This design comes from an exercise in tuning for small area on the open sky130 flow, not from production work. In this exercise RTL edits were held to simulation tests only and were not proved equivalent to the original.

Design hmmm_core, start of the top module:
module hmmm_core (
    input  wire        clk,
    input  wire        rst,
    input  wire [8:0]  code_size,
    output wire        imem_req,
    output wire [7:0]  imem_addr,
    input  wire        imem_ready,
    input  wire [15:0] imem_rdata,
    output wire        dmem_req,
    output wire        dmem_we,
    output wire [7:0]  dmem_addr,
    output wire [15:0] dmem_wdata,
    input  wire        dmem_ready,
    input  wire [15:0] dmem_rdata,
    output wire        in_req,
    input  wire        in_valid,
    input  wire        in_abort,
    input  wire [15:0] in_data,
    output wire        out_valid,
    output wire [15:0] out_data,
    output wire [1:0]  status,
    output wire [2:0]  cause,
    output wire [7:0]  lpc,
    input  wire [3:0]  dbg_addr,
    output wire [15:0] dbg_data
);
Size: ~1200 cells after synthesis, about 310 flip-flops, roughly 150 I/O pins, ~12000 um2 of cells after synthesis.
export LEC_CHECK = 0
export CAP_MARGIN = 20
export CORE_MARGIN = 2
export CORE_UTILIZATION = 50
export PLACE_DENSITY = 0.65
export SLEW_MARGIN = 20
export SYNTH_HIERARCHICAL = 1
export SYNTH_MINIMUM_KEEP_SIZE = 0
create_clock -name core_clock -period 11.0 [get_ports {clk}]
standard.sh (not shown) runs the stock make flow with config.mk's settings and CLKGATE_MAP_FILE= SYNTH_SCRIPT=/design/flow/synth_recipe.tcl, a recipe that flattens the netlist after the stock synthesis.
==> flow/flow/run.sh <==
#!/bin/bash
# The standard layout (standard.sh) with three changes to how it is built:
# abc maps the logic with an area-oriented script (flow/synth.tcl, flow/area.abc),
# the port buffers are the smallest buffer cell, and clock tree synthesis uses
# small clock buffers and no dummy loads.
set -euo pipefail
W=$(pwd)
export MY_WORK=$W
export MY_ABC_SCRIPT=$W/flow/area.abc
export BUFFER_PORTS_ARGS="-buffer_cell sky130_fd_sc_hd__buf_1"
export CTS_ARGS="-sink_clustering_enable -repair_clock_nets -dont_use_dummy_load -buf_list {sky130_fd_sc_hd__clkbuf_2 sky130_fd_sc_hd__clkbuf_4 sky130_fd_sc_hd__clkbuf_8}"
sed "s#SYNTH_SCRIPT=[^ ]*#SYNTH_SCRIPT=$W/flow/synth.tcl#" standard.sh > my_standard.sh
grep -q "SYNTH_SCRIPT=$W/flow/synth.tcl" my_standard.sh
bash my_standard.sh > standard.log 2>&1
==> flow/flow/area.abc <==
&get -n
&st
&dch
&nf -p -R 1000
&put
==> flow/flow/synth.tcl <==
# The standard flow's synthesis script (synth_recipe.tcl), with abc mapping the logic by
# the area-oriented script flow/area.abc instead of ORFS's speed script.
proc abc {args} {
  set i [lsearch -exact $args -script]
  if {$i >= 0} { lset args [expr {$i + 1}] $::env(MY_ABC_SCRIPT) }
  yosys abc {*}$args
}
source [file join $::env(MY_WORK) synth_recipe.tcl]
Then changed:
--- a/flow/flow/run.sh
+++ b/flow/flow/run.sh
@@ -5 +5 @@
-# small clock buffers and no dummy loads.
+# clkbuf_8 with sink clusters of up to 20 and no dummy loads.
@@ -11 +11 @@
-export CTS_ARGS="-sink_clustering_enable -repair_clock_nets -dont_use_dummy_load -buf_list {sky130_fd_sc_hd__clkbuf_2 sky130_fd_sc_hd__clkbuf_4 sky130_fd_sc_hd__clkbuf_8}"
+export CTS_ARGS="-sink_clustering_enable -repair_clock_nets -dont_use_dummy_load -sink_clustering_size 20 -sink_clustering_max_diameter 50 -buf_list {sky130_fd_sc_hd__clkbuf_8}"
What happened:
- cell area falls by 2.2%
- setup slack loses 0.047 ns
- maximum frequency falls by 0.46%

========
The RTL this note starts from:
==> flow/design.v <==
module hmmm_core (
    input  wire        clk,
    input  wire        rst,
    input  wire [8:0]  code_size,
    output wire        imem_req,
    output wire [7:0]  imem_addr,
    input  wire        imem_ready,
    input  wire [15:0] imem_rdata,
    output wire        dmem_req,
    output wire        dmem_we,
    output wire [7:0]  dmem_addr,
    output wire [15:0] dmem_wdata,
    input  wire        dmem_ready,
    input  wire [15:0] dmem_rdata,
    output wire        in_req,
    input  wire        in_valid,
    input  wire        in_abort,
    input  wire [15:0] in_data,
    output wire        out_valid,
    output wire [15:0] out_data,
    output wire [1:0]  status,
    output wire [2:0]  cause,
    output wire [7:0]  lpc,
    input  wire [3:0]  dbg_addr,
    output wire [15:0] dbg_data
);
    localparam [4:0] S_CLR  = 5'd0,  S_FETCH = 5'd1,  S_IRLD = 5'd2,  S_EXEC = 5'd3,
                     S_ADD2 = 5'd4,  S_CHK   = 5'd5,  S_CL   = 5'd6,  S_MEM  = 5'd7,
                     S_MWAIT= 5'd8,  S_RD    = 5'd9,  S_ITER = 5'd10, S_DCOR = 5'd11,
                     S_DFIN = 5'd12, S_WB    = 5'd13, S_NX1  = 5'd14, S_NX2  = 5'd15;
    localparam [4:0] S_HALT = 5'b10000, S_ABORT = 5'b11000;
    reg [15:0] ring [0:14];
    reg [3:0]  c;
    reg [4:0]  st;
    reg [7:0]  pc;
    reg [15:0] ir;
    reg [16:0] A;
    reg [15:0] Q;
    reg        f1, f2;
    reg [3:0]  cnt;
    wire done = st[4];
    wire [3:0] op = ir[15:12];
    wire [3:0] fx = ir[11:8];
    wire [3:0] fy = ir[7:4];
    wire [3:0] fz = ir[3:0];
    wire [7:0] n8 = ir[7:0];
    wire op0     = (op == 4'h0);
    wire is_halt = (ir == 16'h0000);
    wire is_read = op0 && (ir[7:0] == 8'h01);
    wire is_wr   = op0 && (ir[7:0] == 8'h02);
    wire is_jmpi = op0 && (ir[7:0] == 8'h03);
    wire is_ldn  = (op == 4'h1);
    wire is_ld   = (op == 4'h2);
    wire is_st   = (op == 4'h3);
    wire is_ldi  = (op == 4'h4) && (fz == 4'h0);
    wire is_sti  = (op == 4'h4) && (fz == 4'h1);
    wire is_addn = (op == 4'h5);
    wire is_add  = (op == 4'h6);
    wire is_sub  = (op == 4'h7);
    wire is_mul  = (op == 4'h8);
    wire is_div  = (op == 4'h9);
    wire is_mod  = (op == 4'hA);
    wire is_call = (op == 4'hB);
    wire is_jcc  = (op[3:2] == 2'b11);
    wire is_data = is_ld | is_st | is_ldi | is_sti;
    wire is_store = is_st | is_sti;
    wire is_imm  = is_ldn | is_ld | is_st | is_addn | is_call | is_jcc;
    reg [3:0] ra;
    always @* begin
        case (st)
        S_EXEC:           ra = is_imm ? 4'd0 : op0 ? fx : fy;
        S_ITER, S_DCOR,
        S_DFIN:           ra = fz;
        S_ADD2:           ra = is_addn ? fx : fz;
        S_MWAIT, S_RD,
        S_NX1:            ra = 4'd0;
        default:          ra = done ? dbg_addr : fx;
        endcase
    end
    wire [15:0] imm16 = {{8{n8[7] & (is_ldn | is_addn)}}, n8};
    wire [15:0] ext   = (st == S_MWAIT) ? dmem_rdata :
                        (st == S_RD)    ? in_data :
                        (((st == S_EXEC) && is_imm) || (st == S_NX1)) ? imm16 : 16'd0;
    wire [14:0] sel;
    hmmm_rsel u_rsel (.ra(ra), .c(c), .sel(sel));
    reg  [15:0] rd;
    integer k;
    always @* begin
        rd = (ra == 4'd0) ? ext : 16'd0;
        for (k = 0; k < 15; k = k + 1)
            rd = rd | ({16{sel[k]}} & ring[k]);
    end
    wire        rdz = (rd == 16'd0);
    wire        s_div = (A[16] == rd[15]);
    wire        Anz   = (A != 17'd0);
    reg  [16:0] opA;
    reg         gate, inv, cin;
    always @* begin
        opA  = A;
        gate = 1'b0;
        inv  = 1'b0;
        cin  = 1'b0;
        if (rst) opA = 17'd0;
        else case (st)
        S_CLR: opA = 17'd0;
        S_EXEC: begin
            opA  = 17'd0;
            gate = !(is_mul | is_div | is_mod);
            inv  = (is_div | is_mod) & rd[15];
        end
        S_MWAIT, S_RD: begin
            opA  = 17'd0;
            gate = 1'b1;
        end
        S_ADD2: begin
            gate = 1'b1;
            inv  = is_sub;
            cin  = is_sub;
        end
        S_CL: begin
            opA  = {9'd0, pc};
            cin  = 1'b1;
        end
        S_NX1: begin
            opA  = is_call ? 17'd0 : {9'd0, pc};
            gate = is_call;
            cin  = !is_call;
        end
        S_ITER: begin
            if (is_mul) begin
                opA  = {A[15:0], 1'b0};
                gate = Q[15];
                inv  = Q[15] && (cnt == 4'd0);
                cin  = Q[15] && (cnt == 4'd0);
            end else begin
                opA  = {A[15:0], Q[15]};
                gate = 1'b1;
                inv  = s_div;
                cin  = s_div;
            end
        end
        S_DCOR: begin
            gate = s_div;
            inv  = 1'b1;
            cin  = 1'b1;
        end
        S_DFIN: begin
            if (is_div) begin
                opA  = {Q[15], Q};
                cin  = f1;
            end else begin
                gate = Anz && !s_div;
            end
        end
        default: ;
        endcase
    end
    wire [16:0] opB = ({17{gate}} & {rd[15], rd}) ^ {17{inv}};
    wire [16:0] sum = opA + opB + {16'd0, cin};
    wire        lt      = (A[8:0] < code_size);
    wire        hz9     = (A[16:9] == 8'd0);
    wire        code_ok = hz9 && lt;
    wire        data_ok = hz9 && !A[8] && !lt;
    wire        taken  = is_jmpi ? 1'b1 :
                         (op[1:0] == 2'b00) ? rdz :
                         (op[1:0] == 2'b01) ? !rdz :
                         (op[1:0] == 2'b10) ? (!rd[15] && !rdz) : rd[15];
    wire        ovf    = (A[16] != A[15]) || (is_mul && f1) || (is_div && f2);
    wire        last   = (cnt == 4'd15);
    assign imem_req   = (st == S_FETCH);
    assign imem_addr  = pc;
    assign dmem_req   = (st == S_MEM);
    assign dmem_we    = is_store;
    assign dmem_addr  = A[7:0];
    assign dmem_wdata = rd;
    assign in_req     = (st == S_RD);
    assign out_valid  = (st == S_EXEC) && is_wr;
    assign out_data   = rd;
    assign cause      = done ? st[2:0] : 3'd0;
    assign status     = !done ? 2'd0 : (st[2:0] != 3'd0) ? 2'd2 : st[3] ? 2'd3 : 2'd1;
    assign lpc        = pc;
    assign dbg_data   = rd;
    wire wb = (st == S_CLR) || ((st == S_WB) && !ovf && (c == fx));
    integer i;
    always @(posedge clk) begin
        for (i = 0; i < 14; i = i + 1)
            ring[i] <= ring[i + 1];
        ring[14] <= wb ? A[15:0] : ring[0];
    end
    always @(posedge clk) begin
        A   <= sum;
        cnt <= (st == S_EXEC) ? 4'd0 : cnt + 4'd1;
        Q   <= (st == S_EXEC) ? rd : {Q[14:0], (st == S_ITER) ? (!is_mul && s_div) : !(Anz && !s_div)};
        if (st == S_IRLD) ir <= imem_rdata;
        if (rst) begin
            c  <= 4'd1;
            st <= S_CLR;
            pc <= 8'd0;
        end else begin
            c <= (c == 4'd15) ? 4'd1 : c + 4'd1;
            case (st)
            S_CLR:   if (c == 4'd15) st <= S_FETCH;
            S_FETCH: if (imem_ready) st <= S_IRLD;
            S_IRLD:  st <= S_EXEC;
            S_EXEC: begin
                f1 <= 1'b0;
                if (is_halt)                   st <= S_HALT;
                else if (is_read)              st <= S_RD;
                else if (is_wr)                st <= S_NX1;
                else if (is_ldn)               st <= S_WB;
                else if (is_jmpi | is_ld | is_st | is_ldi | is_sti | is_call | is_jcc)
                                               st <= S_CHK;
                else if (is_addn | is_add | is_sub) st <= S_ADD2;
                else if (is_mul | is_div | is_mod)  st <= S_ITER;
                else                           st <= 5'b10010;           
            end
            S_ADD2: st <= S_WB;
            S_CHK: begin
                if (is_data) begin
                    if (!data_ok) st <= is_store ? 5'b10100 : 5'b10011;   
                    else st <= S_MEM;
                end else begin
                    if (!code_ok) st <= 5'b10101;                         
                    else if (is_call) st <= S_CL;
                    else if (taken) st <= S_NX2;
                    else st <= S_NX1;
                end
            end
            S_CL:  st <= S_WB;
            S_MEM: if (dmem_ready) st <= is_store ? S_NX1 : S_MWAIT;
            S_MWAIT: st <= S_WB;
            S_RD: if (in_valid) st <= in_abort ? S_ABORT : S_WB;
            S_ITER: begin
                if (!is_mul && rdz) st <= 5'b10111;                       
                else begin
                    if (is_mul) f1 <= f1 | (sum[16] != sum[15]);
                    if (last) st <= is_mul ? S_WB : S_DCOR;
                end
            end
            S_DCOR: begin
                f1 <= s_div && (sum == 17'd0);
                f2 <= Q[15] & Q[14];
                st <= S_DFIN;
            end
            S_DFIN: st <= S_WB;
            S_WB: begin
                if (ovf) st <= 5'b10110;                                  
                else if (fx == 4'd0 || c == fx) st <= S_NX1;
            end
            S_NX1: st <= S_NX2;
            S_NX2: begin
                if (code_ok) begin pc <= A[7:0]; st <= S_FETCH; end
                else st <= 5'b10001;                                      
            end
            default: ;
            endcase
        end
    end
endmodule
module hmmm_rsel (
    input  wire [3:0]  ra,
    input  wire [3:0]  c,
    output wire [14:0] sel
);
    wire [4:0] dif = {1'b0, ra} - {1'b0, c};
    wire [3:0] idx = dif[4] ? (dif[3:0] - 4'd1) : dif[3:0];
    genvar k;
    generate for (k = 0; k < 15; k = k + 1) begin : g
        assign sel[k] = (idx == k) && (ra != 4'd0);
    end endgenerate
endmodule
export LEC_CHECK = 0
export CAP_MARGIN = 20
export CORE_MARGIN = 2
export CORE_UTILIZATION = 65
export PLACE_DENSITY = 0.75
export SLEW_MARGIN = 20
export SYNTH_HIERARCHICAL = 1
export SYNTH_MINIMUM_KEEP_SIZE = 0
create_clock -name core_clock -period 11.0 [get_ports {clk}]
run.sh (not shown) runs the stock make flow with config.mk's settings and CLKGATE_MAP_FILE= SYNTH_SCRIPT=/design/flow/synth_recipe.tcl, a recipe that flattens the netlist after the stock synthesis.
Stock flow here: none of the scripts above is used.
Then changed:
==> flow/flow/run.sh (new file) <==
#!/bin/bash
# The standard layout (standard.sh), with two changes to how it is built:
# the port buffers are the smallest buffer cell, and clock tree synthesis
# uses small clock buffers and no dummy loads.
set -euo pipefail
export BUFFER_PORTS_ARGS="-buffer_cell sky130_fd_sc_hd__buf_1"
export CTS_ARGS="-sink_clustering_enable -repair_clock_nets -dont_use_dummy_load -buf_list {sky130_fd_sc_hd__clkbuf_2 sky130_fd_sc_hd__clkbuf_4 sky130_fd_sc_hd__clkbuf_8}"
bash standard.sh > standard.log 2>&1
==> flow/standard.sh (new file) <==
#!/bin/bash
# synth_recipe.tcl (not shown) runs the flow's synth.tcl, then flattens the netlist and writes it again
# the make line also repeats each setting of config.mk as NAME=value (left out here)
make -C /OpenROAD-flow-scripts/flow DESIGN_CONFIG=/design/flow/config.mk WORK_HOME=/design/flow/orfs CLKGATE_MAP_FILE= SYNTH_SCRIPT=/design/flow/synth_recipe.tcl "${@:-finish}"
removed: flow/run.sh
Wire length shrinks by 7.1%.
Sequential share of layout area grows by 3.8 points.
Core utilization shrinks by 6.3 points.
Die area stays the same.

port drivers added, routing unchanged:
Ports are ideal in the flow. The routed layouts listed here were re-timed in OpenROAD.
Step 1, drivers: a clkbuf_16 drives clk and a buf_2 each remaining input, both assumed.
Step 2 adds t to the input delays and takes it off the output delays; t is the mean of the earliest and latest rising clock arrival at the registers after step 1. Input paths then give back, and output paths get back, about the clock's delay inside the block.
a / b / c = ideal / step 1 / step 2; a / b = the first two.
run	t, ns	setup slack, ns	worst hold slack (ns)	cell pins on the clock port's net
the first run of note 1	0.581	0.820 / 0.835 / 0.259	0.315 / 0.315 / 0.315	1
the second run of note 1	0.603	0.772 / 0.772 / 0.211	0.271 / 0.271 / 0.271	1
the first run of note 2	0.600	1.013 / 1.032 / 0.432	0.348 / 0.348 / 0.348	1
the second run of note 2	0.585	1.146 / 1.146 / 0.645	0.319 / 0.319 / 0.319	1
After both steps setup and hold are still met in every run listed. The setup slack of the first run of note 2, which loses most, moves by +0.019 ns with the drivers and by -0.581 ns with both steps.
